Background: an optimization exercise with open tools, aiming at small area and a short achievable clock period. Do not read the settings as production practice.
Function was checked by simulation only, so behaviour that the tests miss may differ from the original.
No activity file was given, so power comes from the tool's default toggle rates.

[design/flow/config.mk]
export PLATFORM = sky130hd
export DESIGN_NAME = frame_codec
export DESIGN_NICKNAME = frame_codec
export VERILOG_FILES = /design/flow/design.v
export SDC_FILE = /design/flow/constraint.sdc
export NUM_CORES = 4
export LEC_CHECK = 0
export CAP_MARGIN = 20
export CORE_MARGIN = 2
export CORE_UTILIZATION = 55
export CTS_BUF_LIST = sky130_fd_sc_hd__clkbuf_4 sky130_fd_sc_hd__clkbuf_8
export SETUP_SLACK_MARGIN = 2.6
export SLEW_MARGIN = 20
[design/flow/constraint.sdc]
create_clock -name core_clock -period 5.0 [get_ports {clk}]
set_input_delay 1.0000 -clock core_clock [delete_from_list [all_inputs] [get_ports {clk}]]
set_output_delay 1.0000 -clock core_clock [all_outputs]
set_load 0.01 [all_outputs]
[design/flow/design.v]
module frame_codec (
    input  wire        clk,
    input  wire        rst,           
    input  wire        cmd_valid,
    input  wire [7:0]  cmd_op,
    input  wire [7:0]  cmd_arg,       
    input  wire [63:0] cmd_value,     
    output reg         resp_valid,
    output wire [7:0]  resp_status,
    output wire [63:0] resp_data,
    output reg         pay_valid,
    output reg  [7:0]  pay_byte,
    output wire [15:0] frm_version,
    output wire [15:0] frm_flags,
    output wire [63:0] frm_sequence,
    output wire [63:0] frm_reserved
);
    localparam [1:0] S_HEADER  = 2'd0;
    localparam [1:0] S_PAYLOAD = 2'd1;
    localparam [1:0] S_RESYNC  = 2'd2;
    localparam [1:0] S_CLOSED  = 2'd3;
    localparam [3:0] R_OK        = 4'b0000;
    localparam [3:0] R_NEED_MORE = 4'b0001;
    localparam [3:0] R_HEADER_OK = 4'b0010;
    localparam [3:0] R_FRAME     = 4'b0011;
    localparam [3:0] R_INV_HDR   = 4'b0100;
    localparam [3:0] R_BAD_VER   = 4'b0101;
    localparam [3:0] R_TOO_LARGE = 4'b0110;
    localparam [3:0] R_CRC_MISM  = 4'b0111;
    localparam [3:0] R_CLOSED    = 4'b1000;
    localparam [3:0] R_ILLEGAL   = 4'b1100;
    function [31:0] crc_t;
        input [7:0] d;
        integer k;
        reg [31:0] a;
        begin
            a = {24'd0, d};
            for (k = 0; k < 8; k = k + 1)
                a = a[0] ? ((a >> 1) ^ 32'hEDB88320) : (a >> 1);
            crc_t = a;
        end
    endfunction
    function [31:0] crc_zeros;
        input [31:0] x;
        input integer n;
        integer k;
        reg [31:0] a;
        begin
            a = x;
            for (k = 0; k < 8 * n; k = k + 1)
                a = a[0] ? ((a >> 1) ^ 32'hEDB88320) : (a >> 1);
            crc_zeros = a;
        end
    endfunction
    reg [31:0] cfg_magic;
    reg [15:0] cfg_ver;
    reg [12:0] cfg_max;           
    reg [31:0] crc_acc;
    reg [1:0]  st;
    reg [12:0] cnt;               
    reg        fresh;             
    reg        zb;                
    reg        l35;               
    reg        l34;               
    reg        zc;                
    reg        r3;                
    reg        pe;                
    reg        chk_magic_bad, chk_ver_bad, chk_size_bad, chk_size_zero;
    reg        err_nz;            
    reg [1:0]  err_lo;
    reg [31:0] rx_crc;            
    reg [31:0] h_magic;
    reg [15:0] h_ver;
    reg [15:0] h_flags;
    reg [63:0] h_seq;
    reg [12:0] h_size;
    reg        h_big;             
    reg [63:0] h_resv;
    reg [31:0] h_crc;
    reg [3:0]  rs;                
    reg [31:0] rdata;             
    wire [7:0] b = cmd_arg;
    wire cv = cmd_valid;
    wire op_crc_init  = (cmd_op == 8'h01);
    wire op_crc_byte  = (cmd_op == 8'h02);
    wire op_crc_read  = (cmd_op == 8'h04);
    wire op_rx_start  = (cmd_op == 8'h30);
    wire op_rx_byte   = (cmd_op == 8'h31);
    wire op_rx_eos    = (cmd_op == 8'h32);
    wire op_cfg_read  = (cmd_op == 8'h40);
    wire op_cfg_write = (cmd_op == 8'h41);
    wire in_hdr = (st == S_HEADER);
    wire in_pay = (st == S_PAYLOAD);
    wire in_rsy = (st == S_RESYNC);
    wire in_cls = (st == S_CLOSED);
    wire [5:0] c6 = cnt[5:0];
    wire zero_b  = zb;
    wire last35  = l35;
    wire rsy3    = r3;
    wire pay_end = pe;
    wire [12:0] cnt_dec = cnt - 13'd1;
    wire magic_lo_eq = (h_magic[23:0] == cfg_magic[23:0]);
    wire magic_bad = chk_magic_bad;
    wire ver_bad   = chk_ver_bad;
    wire size_bad  = chk_size_bad;
    wire size_zero = chk_size_zero;
    wire win_match = magic_lo_eq & (b == cfg_magic[31:24]);
    wire [31:0] rx_base  = rx_crc | {32{fresh}};
    wire [31:0] t_b      = crc_t(b);
    wire [31:0] rx_m     = {8'h00, rx_base[31:8]} ^ crc_t(rx_base[7:0]);    
    wire [31:0] rx_step  = rx_m ^ (zero_b ? 32'd0 : t_b);
    wire [31:0] acc_step = {8'h00, crc_acc[31:8]} ^ crc_t(crc_acc[7:0]) ^ t_b;
    wire        rsy_drop = rsy3 & ~win_match;
    wire [31:0] drop_w0  = crc_zeros({24'd0, h_magic[7:0]}, 4) ^
                           crc_zeros(32'hFFFFFFFF, 4) ^ crc_zeros(32'hFFFFFFFF, 3);
    wire [31:0] rx_next  = rx_step ^ (drop_w0 & {32{rsy_drop}});
    wire [31:0] crc_field_q = {h_crc[23:0], 8'h00} ^ 32'hf0958fd9 ^
        ({32{b[0]}} & 32'hdb710641) ^ ({32{b[1]}} & 32'h6d930ac3) ^
        ({32{b[2]}} & 32'hdb261586) ^ ({32{b[3]}} & 32'h6d3d2d4d) ^
        ({32{b[4]}} & 32'hda7a5a9a) ^ ({32{b[5]}} & 32'h6f85b375) ^
        ({32{b[6]}} & 32'hdf0b66ea) ^ ({32{b[7]}} & 32'h6567cb95);
    wire        ok_pay   = ({rx_crc[31:8], rx_crc[7:0] ^ b} == h_crc);
    wire [23:0] zc_vec;
    assign zc_vec[0] = ^(rx_crc & 32'h000104d1) ^ ^(b & 8'h00) ^ ^(h_crc[15:0] & 16'h0001) ^ 1'b1;
    assign zc_vec[1] = ^(rx_crc & 32'h000209a2) ^ ^(b & 8'h00) ^ ^(h_crc[15:0] & 16'h0002) ^ 1'b1;
    assign zc_vec[2] = ^(rx_crc & 32'h00041344) ^ ^(b & 8'h00) ^ ^(h_crc[15:0] & 16'h0004) ^ 1'b1;
    assign zc_vec[3] = ^(rx_crc & 32'h00082688) ^ ^(b & 8'h00) ^ ^(h_crc[15:0] & 16'h0008) ^ 1'b1;
    assign zc_vec[4] = ^(rx_crc & 32'h00104d10) ^ ^(b & 8'h00) ^ ^(h_crc[15:0] & 16'h0010) ^ 1'b1;
    assign zc_vec[5] = ^(rx_crc & 32'h00209a20) ^ ^(b & 8'h00) ^ ^(h_crc[15:0] & 16'h0020) ^ 1'b1;
    assign zc_vec[6] = ^(rx_crc & 32'h00403091) ^ ^(b & 8'h00) ^ ^(h_crc[15:0] & 16'h0040) ^ 1'b1;
    assign zc_vec[7] = ^(rx_crc & 32'h00806122) ^ ^(b & 8'h00) ^ ^(h_crc[15:0] & 16'h0080) ^ 1'b1;
    assign zc_vec[8] = ^(rx_crc & 32'h0100c245) ^ ^(b & 8'h00) ^ ^(h_crc[15:0] & 16'h0100) ^ 1'b1;
    assign zc_vec[9] = ^(rx_crc & 32'h0200805a) ^ ^(b & 8'h00) ^ ^(h_crc[15:0] & 16'h0200) ^ 1'b1;
    assign zc_vec[10] = ^(rx_crc & 32'h04000464) ^ ^(b & 8'h00) ^ ^(h_crc[15:0] & 16'h0400) ^ 1'b1;
    assign zc_vec[11] = ^(rx_crc & 32'h080008c8) ^ ^(b & 8'h00) ^ ^(h_crc[15:0] & 16'h0800) ^ 1'b1;
    assign zc_vec[12] = ^(rx_crc & 32'h10001191) ^ ^(b & 8'h00) ^ ^(h_crc[15:0] & 16'h1000) ^ 1'b1;
    assign zc_vec[13] = ^(rx_crc & 32'h20002323) ^ ^(b & 8'h00) ^ ^(h_crc[15:0] & 16'h2000) ^ 1'b1;
    assign zc_vec[14] = ^(rx_crc & 32'h40004646) ^ ^(b & 8'h00) ^ ^(h_crc[15:0] & 16'h4000) ^ 1'b1;
    assign zc_vec[15] = ^(rx_crc & 32'h80008c8c) ^ ^(b & 8'h00) ^ ^(h_crc[15:0] & 16'h8000) ^ 1'b1;
    assign zc_vec[16] = ^(rx_crc & 32'h00001dc9) ^ ^(b & 8'h01) ^ ^(h_crc[15:0] & 16'h0000) ^ 1'b1;
    assign zc_vec[17] = ^(rx_crc & 32'h00003b93) ^ ^(b & 8'h02) ^ ^(h_crc[15:0] & 16'h0000) ^ 1'b1;
    assign zc_vec[18] = ^(rx_crc & 32'h00007726) ^ ^(b & 8'h04) ^ ^(h_crc[15:0] & 16'h0000) ^ 1'b1;
    assign zc_vec[19] = ^(rx_crc & 32'h0000ee4d) ^ ^(b & 8'h08) ^ ^(h_crc[15:0] & 16'h0000) ^ 1'b1;
    assign zc_vec[20] = ^(rx_crc & 32'h0000d84b) ^ ^(b & 8'h10) ^ ^(h_crc[15:0] & 16'h0000) ^ 1'b1;
    assign zc_vec[21] = ^(rx_crc & 32'h0000b446) ^ ^(b & 8'h20) ^ ^(h_crc[15:0] & 16'h0000) ^ 1'b1;
    assign zc_vec[22] = ^(rx_crc & 32'h00006c5c) ^ ^(b & 8'h40) ^ ^(h_crc[15:0] & 16'h0000) ^ 1'b1;
    assign zc_vec[23] = ^(rx_crc & 32'h0000d8b8) ^ ^(b & 8'h80) ^ ^(h_crc[15:0] & 16'h0000) ^ 1'b1;
    wire        zc_next  = (zc_vec == 24'd0);
    wire [31:0] t_vlo    = crc_t(rx_crc[7:0] ^ 8'hd9);
    wire        ok_zero  = zc & (t_vlo[31:24] == b);
    wire v_big = (|cmd_value[63:13]) | (cmd_value[12] & (|cmd_value[11:0]));
    wire [12:0] v_max = v_big ? 13'd4096 : cmd_value[12:0];
    wire r_cfg_ok = (cmd_arg[7:2] == 6'd0);                   
    wire r_rd_ok  = r_cfg_ok | (cmd_arg == 8'h04) | (cmd_arg == 8'h10) | (cmd_arg == 8'h11);
    wire [5:0]  hdr_count   = in_pay ? 6'd36 : c6;
    wire [21:0] status_view = {hdr_count, 3'b000, err_nz, 2'b00, err_lo, 6'd0, st};
    wire [12:0] remain      = in_pay ? cnt : 13'd0;
    wire [31:0] acc_view    = crc_acc ^ {32{op_crc_read}};
    reg  [31:0] rdata_n;
    always @(*) begin
        if (op_crc_read)
            rdata_n = acc_view;
        else if (op_cfg_read) begin
            if (cmd_arg[4])
                rdata_n = cmd_arg[0] ? {19'd0, remain} : {10'd0, status_view};
            else if (cmd_arg[2])
                rdata_n = 32'd4096;
            else case (cmd_arg[1:0])
                2'd0: rdata_n = cfg_magic;
                2'd1: rdata_n = {16'd0, cfg_ver};
                2'd2: rdata_n = {19'd0, cfg_max};
                default: rdata_n = acc_view;
            endcase
        end else
            rdata_n = {19'd0, h_size};                
    end
    wire wr_cmd   = cv & op_cfg_write;
    wire wr_magic = wr_cmd & (cmd_arg == 8'h00);
    wire wr_ver   = wr_cmd & (cmd_arg == 8'h01);
    wire wr_max   = wr_cmd & (cmd_arg == 8'h02);
    wire magic_eq_now = magic_lo_eq & (h_magic[31:24] == cfg_magic[31:24]);
    wire magic_eq_new = (h_magic == cmd_value[31:0]);
    wire ver_gt_now   = (h_ver > cfg_ver);
    wire ver_gt_new   = (h_ver > cmd_value[15:0]);
    wire size_gt_now  = (h_size > cfg_max);
    wire size_gt_new  = v_big ? (h_size[12] & (|h_size[11:0])) : (h_size > cmd_value[12:0]);
    always @(posedge clk) begin
        chk_magic_bad <= ~(wr_magic ? magic_eq_new : magic_eq_now);
        chk_ver_bad   <= wr_ver ? ver_gt_new : ver_gt_now;
        chk_size_bad  <= h_big | (wr_max ? size_gt_new : size_gt_now);
        chk_size_zero <= (h_size == 13'd0);
    end
    wire cap = in_hdr | (in_rsy & (c6[5:2] == 4'd0) & (c6 != 6'd3));
    always @(posedge clk) begin
        if (cap) begin
            case (c6)
                6'd0:  h_magic[7:0]   <= b;
                6'd1:  h_magic[15:8]  <= b;
                6'd2:  h_magic[23:16] <= b;
                6'd3:  h_magic[31:24] <= b;
                6'd4:  h_ver[7:0]     <= b;
                6'd5:  h_ver[15:8]    <= b;
                6'd6:  h_flags[7:0]   <= b;
                6'd7:  h_flags[15:8]  <= b;
                6'd8:  h_seq[7:0]     <= b;
                6'd9:  h_seq[15:8]    <= b;
                6'd10: h_seq[23:16]   <= b;
                6'd11: h_seq[31:24]   <= b;
                6'd12: h_seq[39:32]   <= b;
                6'd13: h_seq[47:40]   <= b;
                6'd14: h_seq[55:48]   <= b;
                6'd15: h_seq[63:56]   <= b;
                6'd16: h_size[7:0]    <= b;
                6'd17: h_size[12:8]   <= b[4:0];
                6'd24: h_resv[7:0]    <= b;
                6'd25: h_resv[15:8]   <= b;
                6'd26: h_resv[23:16]  <= b;
                6'd27: h_resv[31:24]  <= b;
                6'd28: h_resv[39:32]  <= b;
                6'd29: h_resv[47:40]  <= b;
                6'd30: h_resv[55:48]  <= b;
                6'd31: h_resv[63:56]  <= b;
                6'd32: h_crc[7:0]     <= b;
                6'd33: h_crc[15:8]    <= b;
                6'd34: h_crc[23:16]   <= b;
                default: ;
            endcase
        end
        if (in_hdr && c6 == 6'd17)
            h_big <= |b[7:5];
        if (cv && op_rx_byte && in_hdr && c6 >= 6'd18 && c6 <= 6'd23)
            h_big <= h_big | (|b);
        if (cv && op_rx_byte && l34)
            zc <= zc_next;
        if (cv && op_rx_byte && last35)
            h_crc <= crc_field_q;
        if (cv && op_rx_byte && rsy3) begin
            if (win_match)
                h_magic[31:24] <= b;
            else
                h_magic[23:0] <= {b, h_magic[23:8]};
        end
    end
    always @(posedge clk) begin
        resp_valid <= cv;
        pay_valid  <= cv & op_rx_byte & in_pay;
        pay_byte   <= b;
        rdata      <= rdata_n;
        rs         <= R_ILLEGAL;
        if (cv) begin
            if (op_crc_init) begin
                crc_acc <= 32'hFFFFFFFF;
                rs <= R_OK;
            end
            if (op_crc_byte) begin
                crc_acc <= acc_step;
                rs <= R_OK;
            end
            if (op_crc_read)
                rs <= R_OK;
            if (op_cfg_read)
                rs <= r_rd_ok ? R_OK : R_ILLEGAL;
            if (op_cfg_write) begin
                rs <= r_cfg_ok ? R_OK : R_ILLEGAL;
                if (cmd_arg == 8'h00) cfg_magic <= cmd_value[31:0];
                if (cmd_arg == 8'h01) cfg_ver   <= cmd_value[15:0];
                if (cmd_arg == 8'h02) cfg_max   <= v_max;
                if (cmd_arg == 8'h03) crc_acc   <= cmd_value[31:0];
            end
            if (op_rx_start) begin
                st     <= S_HEADER;
                cnt    <= 13'd0;
                fresh  <= 1'b1;
                {zb, l35, l34, r3, pe} <= 5'b00000;
                err_nz <= 1'b0;
                err_lo <= 2'd0;
                rs     <= R_OK;
            end
            if (op_rx_eos) begin
                st    <= S_CLOSED;
                cnt   <= 13'd0;
                fresh <= 1'b1;
                {zb, l35, l34, r3, pe} <= 5'b00000;
                rs    <= R_CLOSED;
            end
            if (op_rx_byte) begin
                if (!in_cls)
                    rx_crc <= rx_next;
                if (in_cls) begin
                    rs <= R_CLOSED;
                end else if (in_pay) begin
                    if (pay_end) begin
                        cnt   <= 13'd0;
                        fresh <= 1'b1;
                        pe    <= 1'b0;
                        if (ok_pay) begin
                            st <= S_HEADER;
                            rs <= R_FRAME;
                        end else begin
                            st <= S_RESYNC; err_nz <= 1'b1; err_lo <= 2'd3; rs <= R_CRC_MISM;
                        end
                    end else begin
                        cnt   <= cnt_dec;
                        fresh <= 1'b0;
                        pe    <= (cnt == 13'd2);
                        rs    <= R_NEED_MORE;
                    end
                end else begin
                    rs <= R_NEED_MORE;
                    if (rsy3) begin
                        if (win_match) begin
                            cnt   <= 13'd4;
                            fresh <= 1'b0;
                            r3    <= 1'b0;
                            st    <= S_HEADER;
                        end
                    end else if (last35) begin
                        cnt   <= 13'd0;
                        fresh <= 1'b1;
                        {zb, l35, l34} <= 3'b000;
                        if (magic_bad) begin
                            st <= S_RESYNC; err_nz <= 1'b1; err_lo <= 2'd0; rs <= R_INV_HDR;
                        end else if (ver_bad) begin
                            st <= S_RESYNC; err_nz <= 1'b1; err_lo <= 2'd1; rs <= R_BAD_VER;
                        end else if (size_bad) begin
                            st <= S_RESYNC; err_nz <= 1'b1; err_lo <= 2'd2; rs <= R_TOO_LARGE;
                        end else if (!size_zero) begin
                            cnt   <= h_size;
                            fresh <= 1'b0;
                            pe    <= (h_size == 13'd1);
                            st    <= S_PAYLOAD;
                            rs    <= R_HEADER_OK;
                        end else if (ok_zero) begin
                            rs <= R_FRAME;
                        end else begin
                            st <= S_RESYNC; err_nz <= 1'b1; err_lo <= 2'd3; rs <= R_CRC_MISM;
                        end
                    end else begin
                        cnt   <= {7'd0, c6 + 6'd1};
                        fresh <= 1'b0;
                        zb    <= in_hdr & (c6 >= 6'd31);
                        l35   <= in_hdr & (c6 == 6'd34);
                        l34   <= in_hdr & (c6 == 6'd33);
                        r3    <= in_rsy & (c6 == 6'd2);
                    end
                end
            end
        end
        if (rst) begin
            cfg_magic  <= 32'h44535746;
            cfg_ver    <= 16'd1;
            cfg_max    <= 13'd4096;
            crc_acc    <= 32'hFFFFFFFF;
            st         <= S_HEADER;
            cnt        <= 13'd0;
            fresh      <= 1'b1;
            {zb, l35, l34, r3, pe} <= 5'b00000;
            err_nz     <= 1'b0;
            err_lo     <= 2'd0;
            resp_valid <= 1'b0;
            pay_valid  <= 1'b0;
        end
    end
    assign resp_status = {2'b00, rs[3], rs[2], 2'b00, rs[1], rs[0]};
    assign resp_data   = {32'd0, rdata};
    assign frm_version  = h_ver;
    assign frm_flags    = h_flags;
    assign frm_sequence = h_seq;
    assign frm_reserved = h_resv;
endmodule
[design/flow/flow/run.sh]
#!/bin/bash
set -euo pipefail
bash standard.sh finish "BUFFER_PORTS_ARGS=-buffer_cell sky130_fd_sc_hd__buf_2" > make.log 2>&1
[design/flow/standard.sh]
#!/bin/bash
# synth_recipe.tcl (not shown) runs the flow's synth.tcl, then flattens the netlist and writes it again
# the make line also repeats each setting of config.mk as NAME=value (left out here)
make -C /OpenROAD-flow-scripts/flow DESIGN_CONFIG=/design/flow/config.mk WORK_HOME=/design/flow/orfs CLKGATE_MAP_FILE= SYNTH_SCRIPT=/design/flow/synth_recipe.tcl "${@:-finish}"
==> reports/metrics.yaml, run 1 <==
synthesis:
  synth.most_common_cell: "xnor2_1"
  synth-seq-cells: 438
  yosysSeqAreaShare_pct: 44.71
  synthFlopType: "edfxtp_1"
  synth_warnings: 1
  netlist_instances: 2577
  avgSynthCellArea_sq_um: 9.688
  synth_top_cell_by_area: "edfxtp_1"
  synth.top_cell.area_share_pct: 28.75
  synthTopCellsByArea: "edfxtp_1 (29%), dfxtp_1 (16%), xnor2_1 (16%)"
  synth_edf_count: 239
  yosys-top-cells-count: "xnor2_1 (451), edfxtp_1 (239), nand2_1 (231), dfxtp_1 (199), nor2_1 (173)"
  synth.cell_area_sq_um: 24970
  yosysUniqueCellTypes: 78
  async_reset_ff_share_pct: 0
power_and_ir_drop:
  seq_power_share_pct: 43.6
  peakVddDrop_v: 0.0003424
  powerDensity_nw_per_um2: 284.9
  swShare_pct: 26.54
  p_leak_nw: 11.49
  power.internal_w: 0.006520
  p_comb_share_pct: 13.3
  power.switching_w: 0.002355
  power.total_w: 0.008875
  p_clk_share_pct: 43.1
floorplan:
  row_count: 78
  core-area_sq_um: 45090
  ios: 325
  die-area_sq_um: 47110
  die_x_um: 217.1
  initial_core_util_pct: 55.37
  die_y_um: 217.1
final_layout:
  drive_gt1_share_pct: 27.11
  syn_to_final_growth_pct: 24.78
  finish.net_count: 3084
critical_path:
  max_stage_delay_ns: 0.53
  end_kind: "register"
  rr_endpoint: "st[1]$_SDFFE_PP0P_"
  crit_slowest_cell: "edfxtp_1"
  reg2reg_slack_ns: 2.35
  critPathKind: "reg -> reg"
  cp.arrival_ns: 3.18
  crit_required_ns: 5.53
  cp-start-kind: "register"
  path_cells: "xor2_4 -> xor2_2 -> or3_1 -> a2111o_1 -> o41ai_4 -> nand2_2 -> a21oi_4 -> o22ai_1"
  path_max_fanout: 3
  crit_family: "compound AO/OA/AOI/OAI gates"
  worstReg2RegStart: "rx_crc[0]$_DFFE_PP_"
  worst-path-buf-inv: 0
  worstRegToRegCells: 8
sta:
  max_slew_margin_pct: 46.53
  fin_crit_ns: 2.645
  rsz0062_at_grt: "true"
  max_freq_ghz: 0.3781
  worstMarginPinSlew_ns: 0.8020
  slew_violations: 0
  fin_skew_ns: 0.04494
  tns_ns: 0
  fin_crit_sh_pct: 52.90
  setup-violations-final: 0
  hold_viol_final: 0
cts:
  clk_latency_ns: 0.69
  cts_buffer_depth: 3
  cts_root_buf: "clkbuf_8"
  clk_pin_slew_worst_paths_ns: 0.07
  cts_made_buffers: 76
  cts_tree: "done"
  cts.sinks: 438
  cts_max_level: 3
drt:
  wl_per_cell_um: 26.83
  met3_length_um: 10240
  first_pass_iters: 9
  drtIter0Drc: 2935
  wirelength_met1_um: 37560
  highest_layer: "met5"
  vias: 22056
  via_per_inst: 6.144
  drc: 0
  wl_met2_um: 43520
  drt_wl_total_um: 96330
  final_antenna_net_count: 0
placement:
  hpwl_um: 66720
  port_buffers: 288
  place_congestion: 0.9961
global_route:
  overflow: 0
  grt_pass1_wl_um: 137900
  antenna_found_initial: 3
  grt_max_degree: 71
  grt_pass1_vias: 21088
  gr-usage-all-layers_pct: 39.58
min_path:
  hold_path_end: "cfg_max[7]$_SDFFE_PP0P_"
  min_from: "cfg_max[7]$_SDFFE_PP0P_"
  hold_path.class: "reg -> reg"
  hold_depth: 2
run_status:
  status: "finished clean"
run:
  drv_cap: 0
-- area by class of cell --
class / instances / area, sq um
multi-input combinational: 1907 / 14250
fill: 3627 / 13940
sequential: 438 / 11210
timing repair buffer: 437 / 2863
clock buffer: 116 / 1428
tap: 600 / 750.7
clock inverter: 21 / 322.8
inverter: 69 / 321.6
antenna: 2 / 5.005
-- power by group through the flow --
| stage | Combinational (W) | Clock [W] | Sequential [W] |
|---|---|---|---|
| after floorplan | 0.000788 | 0 | 0.00393 |
| after global placement | 0.00105 | 0 | 0.00394 |
| after detailed placement | 0.00107 | 0 | 0.00394 |
| after CTS | 0.00112 | 0.00384 | 0.00387 |
| after global routing | 0.00125 | 0.00399 | 0.00387 |
| final | 0.00118 | 0.00382 | 0.00387 |
-- flip-flops by register name, indices dropped and copies added (netlist names), 32 cells and up --
name / count
cfg_magic: 32
crc_acc: 32
h_crc: 32
h_magic: 32
h_resv: 64
h_seq: 64
rdata: 32
rx_crc: 32
-- worst max path at each step --
stage	startpoint	to	slack [ns]	cells past startpoint
final	rx_crc[0]$_DFFE_PP_	st[1]$_SDFFE_PP0P_	2.35	8
after global routing	rx_crc[0]$_DFFE_PP_	err_lo[0]$_SDFFE_PP0P_	2.28	9
after CTS	rx_crc[1]$_DFFE_PP_	st[1]$_SDFFE_PP0P_	2.37	9
after detailed placement	cmd_arg[0]	crc_acc[14]$_SDFFE_PP1P_	1.11	7
after global placement	cmd_arg[0]	crc_acc[14]$_SDFFE_PP1P_	1.19	7
after floorplan	cmd_arg[0]	crc_acc[20]$_SDFFE_PP1P_	2.25	11
-- cells in the final DEF, fill, tap and decap left out, types with 12 or more instances in the layout --
cell,Yosys,routed
a221o_1,12,12
edfxtp_1,239,239
nand3_1,60,54
a31oi_1,18,16
o21ai_1,1,27
dfxtp_1,199,174
a211oi_1,14,13
nor2_1,173,154
o22ai_1,50,50
nand2_1,231,196
buf_6,4,14
nor2_4,0,17
o21ai_0,132,99
a21oi_1,151,149
nand2b_1,33,33
a211o_1,15,15
and3_1,30,28
buf_4,39,125
a21o_1,15,15
o211ai_1,14,14
nor4_1,34,27
xor2_1,132,114
xnor2_2,1,31
nand2_2,0,26
inv_1,61,56
nand4_1,41,41
clkbuf_8,0,89
ha_1,72,64
buf_2,18,278
nor3_1,35,25
a222oi_1,13,13
xnor2_1,451,413
conb_1,1,36
clkbuf_4,0,27
dfxtp_2,0,19
-- worst reg2reg max path, cell delays in order (launching register included) --
cell,delay [ns]
edfxtp_1,0.53
xor2_4,0.23
xor2_2,0.22
or3_1,0.35
a2111o_1,0.44
o41ai_4,0.32
nand2_2,0.11
a21oi_4,0.21
o22ai_1,0.11
-- cell families (layout without fill, tap and decap cells) --
logic type                 count (synthesis)  after routing  synth area share [%]
and+or+nand+nor                          701            704                 13.25
adders and majority gates                 72             72                 3.608
buffers and inverters                    272            643                 4.886
AOI/OAI and AO/OA                        501            503                 12.49
DFF                                      438            438                 44.71
xor gates and xnor gates                 589            589                 20.91
other                                      1             38               0.01502
muxes                                      3              3                0.1253
-- timing repair --
item	4_1_cts	5_1_grt
gates resized for setup	131	110
setup buffers	59	35
gates cloned	4	3
setup endpoints to repair	422	182
hold endpoints to repair	0	0
hold buffers	0	0
pin swaps	21	31
-- metrics by stage --
stage	hold WS (ns)	setup WS, ns	cells	utilization, %	instance area, sq um
after detailed placement	0.4637	1.106	3349	60.72	27380
after floorplan	0.4444	2.249	2612	-	26150
after CTS	0.4715	2.373	3549	67.17	30280
final	0.4727	2.355	3590	69.09	31150
after global placement	0.4581	1.193	3349	60.72	27380
after global routing	0.4890	2.275	3588	69.08	31150
-- layer usage --
layer,track usage [%],up-vias
met2,61.38,1355
met4,17.51,4
met1,52.26,10688
li1,-,9677
met3,10.29,332
met5,0,-
==> run 2, diff against run 1 <==
==> design/flow/flow/run.sh (replaced) <==
#!/bin/bash
set -euo pipefail
bash standard.sh finish "BUFFER_PORTS_ARGS=-buffer_cell sky130_fd_sc_hd__buf_1" > make.log 2>&1
--- a/design/flow/config.mk
+++ b/design/flow/config.mk
@@ -11,3 +11,3 @@
 export CTS_BUF_LIST = sky130_fd_sc_hd__clkbuf_4 sky130_fd_sc_hd__clkbuf_8
-export SETUP_SLACK_MARGIN = 2.6
+export SETUP_SLACK_MARGIN = 2.4
 export SLEW_MARGIN = 20
==> reports/metrics.yaml, run 2 <==
drt:
  vias: 21620
  via_per_inst: 6.071
  drc: 0
  drt_wl_total_um: 93510
  wl_per_cell_um: 26.26
  first_pass_iters: 9
  final_antenna_net_count: 0
  drtIter0Drc: 2759
placement:
  port_buffers: 288
  place_congestion: 0.9940
  hpwl_um: 66730
sta:
  hold_viol_final: 0
  fin_crit_sh_pct: 54.95
  worstMarginPinSlew_ns: 0.8650
  fin_crit_ns: 2.747
  tns_ns: 0
  fin_skew_ns: 0.05807
  setup-violations-final: 0
  max_freq_ghz: 0.3640
  hold_slack_ns: 0.4702
  max_slew_margin_pct: 42.12
  slew_violations: 0
  rsz0062_at_grt: "true"
critical_path:
  critPathKind: "in -> reg"
  end_kind: "register"
  path_max_fanout: 16
  cp.arrival_ns: 3.37
  crit_required_ns: 5.62
  cp-start-kind: "input pin"
run_status:
  status: "finished clean"
final_layout:
  final_common_cell: "xnor2_1"
  nFillCells: 3785
  finish.net_count: 3047
  drive_gt1_share_pct: 13.09
  syn_to_final_growth_pct: 18.83
  final_core_util_pct: 65.80
  largestRegisters: "h_resv (64), h_seq (64)"
  layout_common_cells: "xnor2_1 (428), buf_1 (275), edfxtp_1 (239)"
cts:
  cts_max_level: 3
  clk_latency_ns: 0.71
  cts_tree: "done"
  cts_made_buffers: 77
  cts.sinks: 438
  postCtsHoldBufs: 0
  clk_pin_slew_worst_paths_ns: 0.07
  cts_root_buf: "clkbuf_8"
  cts_buffer_depth: 3
floorplan:
  die_x_um: 217.1
  core-area_sq_um: 45090
  die_y_um: 217.1
  row_count: 78
  die-area_sq_um: 47110
  initial_core_util_pct: 55.37
  ios: 325
global_route:
  gr-usage-all-layers_pct: 39.06
  grt_pass1_wl_um: 135700
  antenna_found_initial: 6
  grt_pass1_vias: 20729
  grt_max_degree: 63
  overflow: 0
min_path:
  hold_path.class: "reg -> reg"
synthesis:
  synth.cell_area_sq_um: 24970
  synth.most_common_cell: "xnor2_1"
  yosys-top-cells-count: "xnor2_1 (451), edfxtp_1 (239), nand2_1 (231), dfxtp_1 (199), nor2_1 (173)"
  synth_edf_count: 239
  yosysSeqAreaShare_pct: 44.71
  synthTopCellsByArea: "edfxtp_1 (29%), dfxtp_1 (16%), xnor2_1 (16%)"
  synth-seq-cells: 438
  yosysUniqueCellTypes: 78
  netlist_instances: 2577
  synth_warnings: 1
  avgSynthCellArea_sq_um: 9.688
  synth_top_cell_by_area: "edfxtp_1"
  synthFlopType: "edfxtp_1"
  async_reset_ff_share_pct: 0
  synth.top_cell.area_share_pct: 28.75
run:
  drv_cap: 0
power_and_ir_drop:
  peakVddDrop_v: 0.0003326
  p_leak_nw: 10.23
  powerDensity_nw_per_um2: 289.6
==> run 2: cell counts after synthesis <==
Identical to the previous run, type by type.
==> run 2: final cells by class <==
| cell class | count | area [sq um] | area share [%] |
|---|---|---|---|
| well taps | 600 | 750.7 | 2.531 |
| clock buffers | 111 | 1396 | 4.707 |
| repair inverters | 1 | 5.005 | 0.01687 |
| clock inverters | 33 | 291.5 | 0.9827 |
| repair buffers | 401 | 2130 | 7.178 |
| diodes | 4 | 10.01 | 0.03374 |
| inverters | 69 | 329.1 | 1.109 |
| multi-input cells | 1904 | 13580 | 45.79 |
| flip-flops and latches | 438 | 11170 | 37.65 |
==> run 2: where the power goes <==
| group | switching (W) | internal, W | total [W] |
|---|---|---|---|
| Sequential | 0.0000334 | 0.00383 | 0.00386 |
| Clock | 0.00162 | 0.00199 | 0.00361 |
| Combinational | 0.000663 | 0.000457 | 0.00112 |
| Total | 0.00232 | 0.00628 | 0.00859 |
==> run 2: metal layers <==
metal	track usage (%)	vias to the layer above	wire [um]
met2	61.00	1321	42610
met1	51.99	10414	36550
met5	0	-	25
met3	9.113	277	9828
met4	17.01	4	4493
li1	-	9604	-
==> run 2: metrics by stage <==
step	instance area [sq um]	std cells	setup WS (ns)	power (W)
detailed placement	26770	3359	1.149	0.004959
finish	29670	3561	2.253	0.008591
floorplan	25570	2612	2.249	0.004667
global placement	26760	3358	1.120	0.004943
global route	29670	3561	2.207	0.008830
CTS	29180	3537	2.258	0.008556
==> run 2: cell families (layout without fill, tap and decap cells) <==
family                     Yosys count  after routing  share of synthesized area [%]
adders and majority gates           72             72                          3.608
and+or+nand+nor                    701            702                          13.25
xor gates and xnor gates           589            589                          20.91
AOI/OAI and AO/OA                  501            502                          12.49
muxes                                3              3                         0.1253
DFF                                438            438                          44.71
other                                1             40                        0.01502
buffers and inverters              272            615                          4.886
==> run 2: what timing repair did <==
action / CTS / global route
setup buffers: 31 / 18
pin swaps: 7 / 14
gates resized for setup: 81 / 58
setup endpoints to repair: 330 / 119
cloned: 3 / 2
==> run 2: worst paths after layout <==
check	start	to	slack, ns	cells past startpoint
setup reg to reg	rx_crc[6]$_DFFE_PP_	st[1]$_SDFFE_PP0P_	2.31	9
hold reg to reg	cfg_max[3]$_SDFFE_PP0P_	cfg_max[3]$_SDFFE_PP0P_	0.47	2
hold / removal	cfg_max[3]$_SDFFE_PP0P_	cfg_max[3]$_SDFFE_PP0P_	0.47	2
setup / recovery	cmd_valid	err_lo[0]$_SDFFE_PP0P_	2.25	7
==> run 2: critical path, stage by stage <==
cell	delay, ns
clkbuf_2	0.46
clkinvlp_4	0.35
nor2_1	0.65
nand3_1	0.36
a21oi_1	0.20
o21ai_0	0.13
o21ai_0	0.19
==> run 3, diff against run 2 <==
--- a/design/flow/design.v
+++ b/design/flow/design.v
@@ -108,6 +108,4 @@
     wire [31:0] rx_base  = rx_crc | {32{fresh}};
-    wire [31:0] t_b      = crc_t(b);
-    wire [31:0] rx_m     = {8'h00, rx_base[31:8]} ^ crc_t(rx_base[7:0]);    
-    wire [31:0] rx_step  = rx_m ^ (zero_b ? 32'd0 : t_b);
-    wire [31:0] acc_step = {8'h00, crc_acc[31:8]} ^ crc_t(crc_acc[7:0]) ^ t_b;
+    wire [31:0] rx_step  = {8'h00, rx_base[31:8]} ^ crc_t(rx_base[7:0] ^ (zero_b ? 8'h00 : b));
+    wire [31:0] acc_step = {8'h00, crc_acc[31:8]} ^ crc_t(crc_acc[7:0] ^ b);
     wire        rsy_drop = rsy3 & ~win_match;
==> design/flow/flow/run.sh (replaced) <==
#!/bin/bash
set -euo pipefail
bash standard.sh finish "BUFFER_PORTS_ARGS=-buffer_cell sky130_fd_sc_hd__buf_2" > make.log 2>&1
--- a/design/flow/config.mk
+++ b/design/flow/config.mk
@@ -7,7 +7,9 @@
 export LEC_CHECK = 0
-export CAP_MARGIN = 20
+export CAP_MARGIN = 10
 export CORE_MARGIN = 2
-export CORE_UTILIZATION = 55
+export CORE_UTILIZATION = 65
 export CTS_BUF_LIST = sky130_fd_sc_hd__clkbuf_4 sky130_fd_sc_hd__clkbuf_8
-export SETUP_SLACK_MARGIN = 2.4
-export SLEW_MARGIN = 20
+export CTS_CLUSTER_SIZE = 12
+export PLACE_DENSITY = 0.72
+export SETUP_SLACK_MARGIN = 2.6
+export SLEW_MARGIN = 10
==> reports/metrics.yaml, run 3 <==
run_status:
  status: "finished clean"
global_route:
  gr-usage-all-layers_pct: 47.51
  grt_pass1_wl_um: 137900
  grt_max_degree: 104
  overflow: 0
  antenna_found_initial: 5
  grt_pass1_vias: 21941
sta:
  rsz0062_at_grt: "true"
  max_freq_ghz: 0.3190
  setup_ws_ns: 1.866
  tns_ns: 0
  fin_skew_ns: 0.05584
  worstMarginPinSlew_ns: 1.161
  max_slew_margin_pct: 22.04
  fin_crit_ns: 3.134
  fin_crit_sh_pct: 62.69
  setup-violations-final: 0
  slew_violations: 0
  hold_viol_final: 0
drt:
  final_antenna_net_count: 0
  first_pass_iters: 9
  highest_layer: "met5"
  drt_wl_total_um: 103700
  wl_per_cell_um: 29.66
  wl_met2_um: 44420
  vias: 23338
  drc: 0
  via_per_inst: 6.676
  drtIter0Drc: 3414
  met3_length_um: 16070
  wirelength_met1_um: 33790
synthesis:
  synth.most_common_cell: "xnor2_1"
  yosysUniqueCellTypes: 83
  async_reset_ff_share_pct: 0
  synth.cell_area_sq_um: 24780
  synth_edf_count: 239
  yosys-top-cells-count: "xnor2_1 (354), nand2_1 (275), edfxtp_1 (239), dfxtp_1 (199), nor2_1 (172)"
  synth_warnings: 1
  synth.top_cell.area_share_pct: 28.96
  yosysSeqAreaShare_pct: 45.04
  netlist_instances: 2529
  synthFlopType: "edfxtp_1"
  avgSynthCellArea_sq_um: 9.798
  synthTopCellsByArea: "edfxtp_1 (29%), dfxtp_1 (16%), xnor2_1 (13%)"
  synth-seq-cells: 438
  synth_top_cell_by_area: "edfxtp_1"
floorplan:
  die_y_um: 199.3
  core-area_sq_um: 37580
  row_count: 71
  die-area_sq_um: 39700
  initial_core_util_pct: 65.94
  ios: 325
  die_x_um: 199.3
cts:
  cts_max_level: 3
  clk_pin_slew_worst_paths_ns: 0.07
  cts.sinks: 438
  cts_tree: "done"
  clk_latency_ns: 0.71
  cts_root_buf: "clkbuf_8"
  cts_made_buffers: 73
  cts_buffer_depth: 3
run:
  drv_cap: 0
placement:
  hpwl_um: 63940
  preCtsSetupSlack_ns: 1.142
  place_congestion: 1.067
  dpl_cell_area_sq_um: 26960
  port_buffers: 288
critical_path:
  max_stage_delay_ns: 0.86
  worst-path-buf-inv: 2
  reg2reg_slack_ns: 1.87
  path_max_fanout: 6
  crit_required_ns: 5.49
  cp-start-kind: "register"
  cp.arrival_ns: 3.63
  worstRegToRegCells: 7
  crit_family: "XOR/XNOR gates"
  end_kind: "register"
  critPathKind: "reg -> reg"
  rr_endpoint: "zc$_DFFE_PP_"
  crit_slowest_cell: "xor2_1"
  startpoint: "rx_crc[6]$_DFFE_PP_"
  path_cells: "buf_12 -> buf_4 -> xor2_1 -> xnor2_1 -> o41ai_2 -> o2111ai_2 -> nor4_2"
  worstReg2RegStart: "rx_crc[6]$_DFFE_PP_"
min_path:
  min_from: "cfg_max[7]$_SDFFE_PP0P_"
  hold_path_end: "cfg_max[7]$_SDFFE_PP0P_"
  hold_depth: 2
  hold_path.class: "reg -> reg"
power_and_ir_drop:
  peakVddDrop_v: 0.0002964
  p_leak_nw: 11.67
  powerDensity_nw_per_um2: 283.3
  power.total_w: 0.008740
final_layout:
  final_common_cell: "xnor2_1"
  finish.net_count: 3080
  largestRegisters: "h_resv (64), h_seq (64)"
  drive_gt1_share_pct: 28.14
  finish.instance_area_sq_um: 30850
  syn_to_final_growth_pct: 24.51
  final_core_util_pct: 82.11
  layout_common_cells: "xnor2_1 (311), buf_2 (276), nand2_1 (244)"
[run 3: what timing repair did]
item | CTS | global route
gates cloned | 5 | 3
endpoints found under the hold margin | 0 | 0
resized for setup | 89 | 140
hold buffers | 0 | 0
buffers inserted | 76 | 66
pin swaps | 21 | 48
setup endpoints to repair | 316 | 196
[run 3: where the power goes]
part	switching (W)	internal (W)
sequential	0.0000720	0.00385
combinational	0.000857	0.000602
clock	0.00160	0.00175
total	0.00253	0.00621
[run 3: kinds of logic after synthesis]
logic type | Yosys count | share of synthesized area (%)
XOR/XNOR | 531 | 20.13
other | 1 | 0.01513
multiplexers | 12 | 0.5302
flip-flops | 438 | 45.04
adder cells (fa/ha/maj) | 72 | 3.635
AND/OR/NAND/NOR | 752 | 14.28
buffers and inverters | 253 | 4.645
AO/OA/AOI/OAI | 470 | 11.72
[run 3: per-layer routing]
| metal | GRT usage [%] | up-vias |
|---|---|---|
| met4 | 34.25 | 6 |
| met3 | 14.95 | 705 |
| li1 | - | 9560 |
| met5 | 0 | - |
| met2 | 71.84 | 2135 |
| met1 | 57.45 | 10932 |
[run 3: how the worst max path moves through the flow]
stage / to / slack, ns / cells past startpoint
3_5_place_dp: crc_acc[24]$_SDFFE_PP1P_ / 1.14 / 12
4_1_cts: err_lo[1]$_SDFFE_PP0P_ / 2.50 / 9
6_report: zc$_DFFE_PP_ / 1.87 / 7
3_3_place_gp: crc_acc[4]$_SDFFE_PP1P_ / 1.17 / 10
5_1_grt: zc$_DFFE_PP_ / 1.90 / 7
2_1_floorplan: st[0]$_SDFFE_PP0P_ / 2.10 / 9
[run 3: worst reg2reg max path, cell delays in order (launching register included)]
cell and delay (ns):
edfxtp_1 0.44, buf_12 0.18, buf_4 0.19, xor2_1 0.86, xnor2_1 0.28, o41ai_2 0.45
o2111ai_2 0.19, nor4_2 0.32
[run 3: cell type report]
| cell class | instances | area [sq um] |
|---|---|---|
| multi-input combinational | 1876 | 13960 |
| antenna | 4 | 10.01 |
| timing repair inverter | 3 | 20.02 |
| sequential | 438 | 11200 |
| clock inverter | 24 | 130.1 |
| timing repair buffer | 465 | 3211 |
| fill | 2192 | 6723 |
| tap | 511 | 639.4 |
| inverter | 68 | 322.8 |
| clock buffer | 107 | 1360 |
[run 3: metrics by stage]
step                      hold slack [ns]  cells
after floorplan                    0.4404   2564
after global placement             0.4782   3211
after detailed placement           0.4809   3211
final                              0.4990   3496
after global routing               0.5175   3493
after CTS                          0.4895   3423
==> run 4, diff against run 3 <==
--- a/design/flow/config.mk
+++ b/design/flow/config.mk
@@ -9,6 +9,5 @@
 export CORE_MARGIN = 2
-export CORE_UTILIZATION = 65
+export CORE_UTILIZATION = 55
 export CTS_BUF_LIST = sky130_fd_sc_hd__clkbuf_4 sky130_fd_sc_hd__clkbuf_8
 export CTS_CLUSTER_SIZE = 12
-export PLACE_DENSITY = 0.72
 export SETUP_SLACK_MARGIN = 2.6
==> reports/metrics.yaml, run 4 <==
critical_path:
  crit_slowest_cell: "o311a_4"
  reg2reg_slack_ns: 2.44
  rr_endpoint: "err_lo[1]$_SDFFE_PP0P_"
  max_stage_delay_ns: 0.45
  path_max_fanout: 12
  path_cells: "buf_6 -> buf_12 -> xnor2_4 -> xnor2_1 -> nor4_1 -> nand4_1 -> o311a_4 -> nand2b_4 -> a2111oi_4 -> nor3_1"
  worstReg2RegStart: "rx_crc[7]$_DFFE_PP_"
  worstRegToRegCells: 9
  critPathKind: "in -> reg"
  cp.arrival_ns: 3.12
  end_kind: "register"
  crit_required_ns: 5.56
  cp-start-kind: "input pin"
sta:
  hold_viol_final: 0
  fin_crit_ns: 2.564
  setup-violations-final: 0
  max_freq_ghz: 0.3899
  fin_skew_ns: 0.04069
  rsz0062_at_grt: "true"
  tns_ns: 0
  max_slew_margin_pct: 40.32
  worstMarginPinSlew_ns: 0.8951
  fin_crit_sh_pct: 51.29
  slew_violations: 0
global_route:
  grt_max_degree: 88
  gr-usage-all-layers_pct: 38.63
  antenna_found_initial: 3
  overflow: 0
  grt_pass1_wl_um: 134100
  grt_pass1_vias: 20665
cts:
  cts_tree: "done"
  cts_root_buf: "clkbuf_8"
  cts.sinks: 438
  postCtsHoldBufs: 0
  clk_pin_slew_worst_paths_ns: 0.06
  cts_buffer_depth: 3
  cts_made_buffers: 75
  clk_latency_ns: 0.70
  cts_max_level: 3
synthesis:
  synth_warnings: 1
  async_reset_ff_share_pct: 0
  synth_edf_count: 239
  yosysUniqueCellTypes: 83
  synth_top_cell_by_area: "edfxtp_1"
  netlist_instances: 2529
  yosys-top-cells-count: "xnor2_1 (354), nand2_1 (275), edfxtp_1 (239), dfxtp_1 (199), nor2_1 (172)"
  synth-seq-cells: 438
  synth.top_cell.area_share_pct: 28.96
  synth.most_common_cell: "xnor2_1"
  avgSynthCellArea_sq_um: 9.798
  synthTopCellsByArea: "edfxtp_1 (29%), dfxtp_1 (16%), xnor2_1 (13%)"
  synth.cell_area_sq_um: 24780
  yosysSeqAreaShare_pct: 45.04
  synthFlopType: "edfxtp_1"
drt:
  vias: 21880
  via_per_inst: 6.136
  drc: 0
  first_pass_iters: 8
  final_antenna_net_count: 0
  wl_per_cell_um: 26.15
  drtIter0Drc: 2936
  drt_wl_total_um: 93240
power_and_ir_drop:
  p_comb_share_pct: 15.9
  swShare_pct: 28.20
  p_leak_nw: 11.62
  power.internal_w: 0.006234
  peakVddDrop_v: 0.0003257
  power.switching_w: 0.002448
  p_clk_share_pct: 38.9
  seq_power_share_pct: 45.3
  powerDensity_nw_per_um2: 283.5
placement:
  hpwl_um: 64480
  place_congestion: 0.9870
  port_buffers: 288
  dpl_cell_area_sq_um: 27030
final_layout:
  largestRegisters: "h_resv (64), h_seq (64)"
  syn_to_final_growth_pct: 23.56
  nFillCells: 3447
  multiInputGateArea_sq_um: 13780
  drive_gt1_share_pct: 27.61
  layout_common_cells: "xnor2_1 (314), buf_2 (278), nand2_1 (245)"
  finish.instance_area_sq_um: 30620
  finish.net_count: 3072
  final_common_cell: "xnor2_1"
  regArea_sq_um: 11210
  antenna_cells: 0
floorplan:
  die-area_sq_um: 46770
  die_x_um: 216.3
  row_count: 77
  die_y_um: 216.3
  initial_core_util_pct: 55.91
  ios: 325
  core-area_sq_um: 44320
min_path:
  hold_depth: 1
  hold_path.class: "reg -> reg"
  hold_path_end: "l34$_SDFFE_PP0P_"
  min_from: "l34$_SDFFE_PP0P_"
run_status:
  status: "finished clean"
run:
  drv_cap: 0
[run 4: cells by family after synthesis]
group           after synthesis  share of synthesized area [%]
simple gates                752                          14.28
xor+xnor                    531                          20.13
compound gates              470                          11.72
flops                       438                          45.04
buf+inv                     253                          4.645
fa+ha+maj                    72                          3.635
mux                          12                         0.5302
other cells                   1                        0.01513
[run 4: repair_timing]
action / in CTS / in global routing
cloned: 5 / 3
endpoints found under the setup margin: 270 / 111
gates resized for setup: 99 / 91
endpoints found under the hold margin: 0 / 0
pin swaps: 20 / 30
buffers inserted: 75 / 60
[run 4: worst max path at each step]
| stage | start | end | slack, ns | cells after the start |
|---|---|---|---|---|
| finish | cmd_arg[2] | err_lo[1]$_SDFFE_PP0P_ | 2.44 | 10 |
| global route | rx_crc[7]$_DFFE_PP_ | err_lo[1]$_SDFFE_PP0P_ | 2.40 | 9 |
| CTS | cmd_arg[2] | err_lo[1]$_SDFFE_PP0P_ | 2.49 | 10 |
| detailed placement | cmd_arg[7] | h_magic[22]$_DFF_P_ | 1.20 | 9 |
| global placement | cmd_arg[7] | h_magic[19]$_DFF_P_ | 1.27 | 9 |
| floorplan | cmd_op[2] | st[0]$_SDFFE_PP0P_ | 2.10 | 9 |
[run 4: routing by layer]
metal / track usage (%) / routed length (um)
met3: 9.165 / 10410
met2: 58.55 / 41400
met4: 16.32 / 4280
met5: 0 / 36
met1: 53.13 / 37110
[run 4: power groups by stage]
stage               sequential [W]  clock (W)  combinational, W
floorplan                  0.00396          0          0.000960
global placement           0.00400          0           0.00119
detailed placement         0.00400          0           0.00121
CTS                        0.00393    0.00339           0.00127
global route               0.00393    0.00353           0.00146
finish                     0.00393    0.00337           0.00138
[run 4: metrics by stage]
step	setup WS [ns]	instances	total power (W)	hold slack (ns)	utilization, %
6_report	2.436	3566	0.008682	0.4892	69.09
5_1_grt	2.399	3566	0.008914	0.5011	69.09
4_1_cts	2.495	3503	0.008586	0.4847	66.91
2_1_floorplan	2.104	2564	0.004915	0.4404	-
3_3_place_gp	1.268	3289	0.005195	0.4687	60.99
3_5_place_dp	1.198	3289	0.005216	0.4707	60.99
[run 4: cell type report]
| class | instances | area share, % |
|---|---|---|
| multi-input cells | 1876 | 45.02 |
| flip-flops and latches | 438 | 36.61 |
| repair buffers | 456 | 9.897 |
| clock buffers | 105 | 4.209 |
| well taps | 592 | 2.419 |
| inverters | 68 | 1.062 |
| clock inverters | 29 | 0.7274 |
| repair inverters | 2 | 0.04904 |
[run 4: critical path: cells and delay by family]
kind            cells  cell delay (ns)
compound gates      2             0.72
xor+xnor            2             0.28
buf+inv             2             0.31
simple gates        4             0.78
==> run 5, diff against run 4 <==
--- a/design/flow/config.mk
+++ b/design/flow/config.mk
@@ -12,3 +12,3 @@
 export CTS_CLUSTER_SIZE = 12
-export SETUP_SLACK_MARGIN = 2.6
+export SETUP_SLACK_MARGIN = 2.8
 export SLEW_MARGIN = 10
==> reports/metrics.yaml, run 5 <==
power_and_ir_drop:
  swShare_pct: 29.30
  p_leak_nw: 12.49
  p_clk_share_pct: 39.0
  power.switching_w: 0.002671
  p_comb_share_pct: 18.0
  power.internal_w: 0.006447
  powerDensity_nw_per_um2: 278.9
  seq_power_share_pct: 43.0
  peakVddDrop_v: 0.0003151
  power.total_w: 0.009118
floorplan:
  die-area_sq_um: 46770
  initial_core_util_pct: 55.91
  core-area_sq_um: 44320
  ios: 325
  die_y_um: 216.3
  die_x_um: 216.3
  row_count: 77
synthesis:
  synth.cell_area_sq_um: 24780
  synth.most_common_cell: "xnor2_1"
  synth_warnings: 1
  async_reset_ff_share_pct: 0
  yosysUniqueCellTypes: 83
  synth_top_family_by_area: "XOR/XNOR gates"
  synthFlopType: "edfxtp_1"
  netlist_instances: 2529
  synth_edf_count: 239
  synth-seq-cells: 438
  synthAdderAreaFrac_pct: 3.635
  yosys-top-cells-count: "xnor2_1 (354), nand2_1 (275), edfxtp_1 (239), dfxtp_1 (199), nor2_1 (172)"
  synth_mux_area_share_pct: 0.5302
  synth.top_cell.area_share_pct: 28.96
  synthTopCellsByArea: "edfxtp_1 (29%), dfxtp_1 (16%), xnor2_1 (13%)"
  yosysSeqAreaShare_pct: 45.04
  synth-compound-area-share_pct: 11.72
  avgSynthCellArea_sq_um: 9.798
  synth_xor_area_share_pct: 20.13
  synth_top_cell_by_area: "edfxtp_1"
  synth_simple_gate_area_share_pct: 14.28
run:
  drv_cap: 0
critical_path:
  worst-path-buf-inv: 2
  reg2reg_slack_ns: 2.50
  max_stage_delay_ns: 0.48
  path_max_fanout: 3
  worstRegToRegCells: 10
  rr_endpoint: "err_lo[1]$_SDFFE_PP0P_"
  worstReg2RegStart: "rx_crc[0]$_DFFE_PP_"
  path_cells: "buf_6 -> xor3_2 -> xnor2_2 -> and3_4 -> nor2_4 -> o41ai_4 -> buf_4 -> nor3_2 -> a2111oi_4 -> nor3_1"
  crit_family: "XOR/XNOR gates"
  cp.arrival_ns: 3.07
  cp-start-kind: "register"
  crit_slowest_cell: "edfxtp_1"
  end_kind: "register"
  crit_required_ns: 5.56
  critPathKind: "reg -> reg"
sta:
  fin_crit_ns: 2.505
  worstMarginPinSlew_ns: 1.057
  slew_violations: 0
  fin_skew_ns: 0.04259
  hold_viol_final: 0
  setup-violations-final: 0
  rsz0062_at_grt: "true"
  max_slew_margin_pct: 29.56
  max_freq_ghz: 0.3993
  fin_crit_sh_pct: 50.09
  hold_slack_ns: 0.4900
  tns_ns: 0
global_route:
  gr-usage-all-layers_pct: 40.06
  overflow: 0
  grt_pass1_wl_um: 139600
  grt_pass1_vias: 21557
  antenna_found_initial: 1
  grt_max_degree: 97
min_path:
  min_from: "cfg_max[5]$_SDFFE_PP0P_"
  hold_path_end: "cfg_max[5]$_SDFFE_PP0P_"
  hold_depth: 2
  hold_path.class: "reg -> reg"
drt:
  drc: 0
  drtIter0Drc: 2819
  first_pass_iters: 6
  wl_per_cell_um: 26.95
  final_antenna_net_count: 0
  via_per_inst: 6.202
  drt_wl_total_um: 98600
  vias: 22686
final_layout:
  final_common_cell: "xnor2_1"
  layout_common_cells: "xnor2_1 (291), buf_2 (248), edfxtp_1 (239)"
  largestRegisters: "h_resv (64), h_seq (64)"
  final_core_util_pct: 73.76
  nFillCells: 3186
  syn_to_final_growth_pct: 31.92
  drive_gt1_share_pct: 33.28
  finish.net_count: 3162
  finalNonFillerCells: 3658
cts:
  cts_buffer_depth: 3
  cts_root_buf: "clkbuf_8"
  clk_latency_ns: 0.71
  cts_made_buffers: 76
  cts_max_level: 3
  clk_pin_slew_worst_paths_ns: 0.07
  cts.sinks: 438
  cts_tree: "done"
placement:
  port_buffers: 288
  dp_cells: 3289
  hpwl_um: 65740
  place_congestion: 0.9841
run_status:
  status: "finished clean"
-- run 5: cell counts after synthesis --
Identical to the previous run, type by type.
-- run 5: how the worst max path moves through the flow --
stage	from	endpoint	slack, ns	cells past startpoint
floorplan	cmd_op[2]	st[0]$_SDFFE_PP0P_	2.10	9
global placement	cmd_arg[1]	rs[2]$_SDFF_PN1_	1.37	10
detailed placement	cmd_arg[7]	rx_crc[23]$_DFFE_PP_	1.33	8
CTS	rx_crc[4]$_DFFE_PP_	err_lo[1]$_SDFFE_PP0P_	2.57	9
global route	rx_crc[0]$_DFFE_PP_	err_lo[1]$_SDFFE_PP0P_	2.43	10
finish	rx_crc[0]$_DFFE_PP_	err_lo[1]$_SDFFE_PP0P_	2.50	10
-- run 5: cell families after synthesis --
family / after synthesis
xor gates and xnor gates: 531
muxes: 12
other: 1
DFF: 438
buffers and inverters: 253
and+or+nand+nor: 752
AOI/OAI and AO/OA: 470
adders and majority gates: 72
-- run 5: power groups by stage --
| stage | Sequential (W) | Combinational, W | Clock (W) |
|---|---|---|---|
| 4_1_cts | 0.00392 | 0.00138 | 0.00355 |
| 3_5_place_dp | 0.00401 | 0.00123 | 0 |
| 3_3_place_gp | 0.00401 | 0.00120 | 0 |
| 2_1_floorplan | 0.00396 | 0.000982 | 0 |
| 6_report | 0.00392 | 0.00164 | 0.00355 |
| 5_1_grt | 0.00392 | 0.00172 | 0.00370 |
-- run 5: worst reg2reg max path, stage by stage (launching register included) --
cell and delay (ns):
edfxtp_1 0.48, buf_6 0.18, xor3_2 0.41, xnor2_2 0.23
and3_4 0.22, nor2_4 0.05, o41ai_4 0.33, buf_4 0.18
nor3_2 0.04, a2111oi_4 0.20, nor3_1 0.07
-- run 5: timing repair --
action / CTS / global route
setup buffers: 129 / 91
hold endpoints to repair: 0 / 0
hold buffers: 0 / 0
pin swaps: 53 / 60
cloned: 4 / 8
resized for setup: 231 / 195
endpoints found under the setup margin: 580 / 392
-- run 5: final cells by class --
class / instances / area, sq um / area share [%]
clock buffers: 98 / 1261 / 3.858
repair buffers: 542 / 4170 / 12.76
well taps: 592 / 740.7 / 2.266
clock inverters: 38 / 345.3 / 1.056
diodes: 1 / 2.502 / 0.007655
repair inverters: 4 / 33.78 / 0.1033
multi-input cells: 1877 / 14530 / 44.44
flip-flops and latches: 438 / 11260 / 34.43
inverters: 68 / 352.8 / 1.079
-- run 5: layer usage --
metal | GRT usage (%) | wire, um
met1 | 54.02 | 38620
met4 | 18.15 | 5613
met2 | 60.33 | 42690
met5 | 0 | 0
met3 | 10.85 | 11680
-- run 5: per-stage QoR --
step | cell area, sq um | setup slack [ns]
final | 32690 | 2.495
after global routing | 32690 | 2.434
after CTS | 30940 | 2.573
after detailed placement | 27230 | 1.329
after global placement | 27230 | 1.366
after floorplan | 26200 | 2.104
==> run 6, diff against run 5 <==
==> design/flow/flow/run.sh (replaced) <==
#!/bin/bash
set -euo pipefail
bash standard.sh finish "BUFFER_PORTS_ARGS=-buffer_cell sky130_fd_sc_hd__buf_1" > make.log 2>&1
--- a/design/flow/config.mk
+++ b/design/flow/config.mk
@@ -12,3 +12,3 @@
 export CTS_CLUSTER_SIZE = 12
-export SETUP_SLACK_MARGIN = 2.8
+export SETUP_SLACK_MARGIN = 2.7
 export SLEW_MARGIN = 10
==> reports/metrics.yaml, run 6 <==
critical_path:
  startpoint: "rx_crc[5]$_DFFE_PP_"
  crit_slowest_cell: "o41ai_4"
  cp-start-kind: "register"
  worstRegToRegCells: 11
  crit_required_ns: 5.57
  end_kind: "register"
  path_max_fanout: 4
  crit_cells: 11
  cp.arrival_ns: 3.09
  worst-path-buf-inv: 3
  path_cells: "buf_6 -> buf_12 -> xor2_4 -> xnor2_2 -> xnor2_1 -> o2111ai_2 -> o41ai_4 -> buf_4 -> nor3_2 -> a2111oi_4 -> nor3_1"
  worstReg2RegStart: "rx_crc[5]$_DFFE_PP_"
  crit_end: "err_lo[1]$_SDFFE_PP0P_"
  max_stage_delay_ns: 0.50
  critPathKind: "reg -> reg"
  crit_family: "compound AO/OA/AOI/OAI gates"
  rr_endpoint: "err_lo[1]$_SDFFE_PP0P_"
  reg2reg_slack_ns: 2.47
synthesis:
  async_reset_ff_share_pct: 0
  yosysSeqAreaShare_pct: 45.04
  netlist_instances: 2529
  synth_top_cell_by_area: "edfxtp_1"
  synth_simple_gate_area_share_pct: 14.28
  synth.most_common_cell: "xnor2_1"
  synthTopCellsByArea: "edfxtp_1 (29%), dfxtp_1 (16%), xnor2_1 (13%)"
  synth.top_cell.area_share_pct: 28.96
  synth_mux_area_share_pct: 0.5302
  synth.cell_area_sq_um: 24780
  synth-seq-cells: 438
  yosysUniqueCellTypes: 83
  synthFlopType: "edfxtp_1"
  synth_warnings: 1
  synth_top_family_by_area: "XOR/XNOR gates"
  yosys-top-cells-count: "xnor2_1 (354), nand2_1 (275), edfxtp_1 (239), dfxtp_1 (199), nor2_1 (172)"
  synth_xor_area_share_pct: 20.13
  synthAdderAreaFrac_pct: 3.635
  synth_edf_count: 239
  avgSynthCellArea_sq_um: 9.798
  synth-compound-area-share_pct: 11.72
drt:
  drt_wl_total_um: 96870
  final_antenna_net_count: 0
  via_per_inst: 6.156
  vias: 22385
  wl_per_cell_um: 26.64
  drtIter0Drc: 2763
  first_pass_iters: 9
  drc: 0
sta:
  worstMarginPinSlew_ns: 0.7972
  fin_crit_ns: 2.528
  hold_slack_ns: 0.4686
  fin_crit_sh_pct: 50.56
  slew_violations: 0
  rsz0062_at_grt: "true"
  max_slew_margin_pct: 46.37
  max_freq_ghz: 0.3956
  hold_viol_final: 0
  setup_ws_ns: 2.472
  tns_ns: 0
  setup-violations-final: 0
  fin_skew_ns: 0.02486
global_route:
  overflow: 0
  antenna_found_initial: 2
  gr-usage-all-layers_pct: 39.95
  grt_max_degree: 54
  use_met2_pct: 61.32
  gr-usage-met3_pct: 9.123
  grtUsageMet1_pct: 53.93
  grt_pass1_wl_um: 138500
  grt_busiest_layer: "met2"
  grt_pass1_vias: 21365
power_and_ir_drop:
  powerDensity_nw_per_um2: 285.1
  peakVddDrop_v: 0.0002864
  p_leak_nw: 11.38
  power.total_w: 0.009004
floorplan:
  die-area_sq_um: 46770
  ios: 325
  die_x_um: 216.3
  initial_core_util_pct: 55.91
  die_y_um: 216.3
  core-area_sq_um: 44320
  row_count: 77
final_layout:
  layout_common_cells: "xnor2_1 (313), buf_1 (249), nand2_1 (240)"
  largestRegisters: "h_resv (64), h_seq (64)"
  final_core_util_pct: 71.27
  final_common_cell: "xnor2_1"
  drive_gt1_share_pct: 22.80
  finish.net_count: 3136
  syn_to_final_growth_pct: 27.46
placement:
  place_congestion: 1.016
  preCtsSetupSlack_ns: 1.183
  hpwl_um: 65990
  port_buffers: 288
cts:
  clk_latency_ns: 0.72
  cts_max_level: 3
  postCtsHoldBufs: 0
  cts_made_buffers: 75
  cts_tree: "done"
  cts_root_buf: "clkbuf_8"
  cts_buffer_depth: 3
  cts.sinks: 438
  clk_pin_slew_worst_paths_ns: 0.06
run:
  drv_cap: 0
run_status:
  status: "finished clean"
min_path:
  hold_path.class: "in -> reg"
-- run 6: what timing repair did --
item,4_1_cts,5_1_grt
cloned,4,6
setup buffers,132,44
setup endpoints to repair,368,236
pin swaps,37,47
resized for setup,163,149
-- run 6: where the power goes --
| group | switching (W) | internal, W |
|---|---|---|
| logic | 0.000845 | 0.000637 |
| clock network | 0.00163 | 0.00198 |
| registers | 0.0000698 | 0.00385 |
-- run 6: cells by family (layout without fill, tap and decap cells) --
logic type,Yosys count,in the layout
flip-flops,438,438
other,1,40
AND/OR/NAND/NOR,752,753
adder cells (fa/ha/maj),72,72
buffers and inverters,253,727
XOR/XNOR,531,531
AO/OA/AOI/OAI,470,471
multiplexers,12,12
-- run 6: how the worst min path moves through the flow --
stage,startpoint,depth (start not counted),endpoint,slack [ns]
global placement,cfg_max[10]$_SDFFE_PP0P_,2,cfg_max[10]$_SDFFE_PP0P_,0.47
global route,cmd_arg[3],1,pay_byte[3]$_DFF_P_,0.44
detailed placement,cfg_max[11]$_SDFFE_PP0P_,2,cfg_max[11]$_SDFFE_PP0P_,0.48
finish,cmd_arg[3],1,pay_byte[3]$_DFF_P_,0.47
floorplan,l34$_SDFFE_PP0P_,1,l34$_SDFFE_PP0P_,0.44
CTS,cfg_max[10]$_SDFFE_PP0P_,2,cfg_max[10]$_SDFFE_PP0P_,0.48
-- run 6: final cells by class --
| cell class | instances | area (sq um) |
|---|---|---|
| clock inverter | 34 | 347.8 |
| timing repair inverter | 3 | 20.02 |
| clock buffer | 102 | 1291 |
| timing repair buffer | 520 | 3407 |
| antenna | 4 | 10.01 |
| sequential | 438 | 11220 |
| multi-input combinational | 1875 | 14150 |
| fill | 3381 | 12730 |
| inverter | 68 | 395.4 |
| tap | 592 | 740.7 |
-- run 6: metrics by stage --
step / instances / cell area (sq um)
after floorplan: 2564 / 26140
after global placement: 3310 / 27000
after detailed placement: 3310 / 27000
after CTS: 3582 / 30480
after global routing: 3635 / 31580
final: 3636 / 31590
-- run 6: routing by layer --
metal  vias to the layer above  share of wire (%)
met3                       323                 11
met1                     10764                 39
li1                       9670                  -
met2                      1628                 45
met4                         0                5.1
met5                         -                  0

afterwards: timing with drivers on the ports:
In the flow no input, the clock included, has a driving cell. The finished layouts below were timed again as built, in two steps.
Step 1: set_driving_cell puts a clkbuf_16 on clk and a buf_2 on each other input, an assumption about the parent block.
Step 2 adds t to the input delays and takes it off the output delays; t is the mean of the earliest and latest rising clock arrival at the registers after step 1. Input paths then give back, and output paths get back, about the clock's delay inside the block.
Slacks: no drivers / after step 1 / after step 2; pairs: no drivers / after step 1.
run	t, ns	setup slack, ns	worst hold slack (ns)	worst setup path at the end	worst data-port slew with drivers (ns)
run 1	0.729	2.355 / 2.355 / 1.663	0.473 / 0.473 / 0.473	input to register	0.11
run 2	0.736	2.253 / 2.275 / 1.540	0.470 / 0.470 / 0.470	input to register	0.10
run 3	0.739	1.866 / 1.866 / 1.529	0.499 / 0.499 / 0.499	input to register	0.10
run 4	0.732	2.436 / 2.440 / 1.714	0.489 / 0.489 / 0.489	input to register	0.11
run 5	0.728	2.495 / 2.496 / 1.821	0.490 / 0.490 / 0.490	input to register	0.14
run 6	0.748	2.472 / 2.472 / 1.753	0.469 / 0.480 / 0.480	input to register	0.13
After both steps setup and hold are still met in every run listed. The setup slack of run 4, which loses most, moves by +0.004 ns with the drivers and by -0.722 ns with both steps.
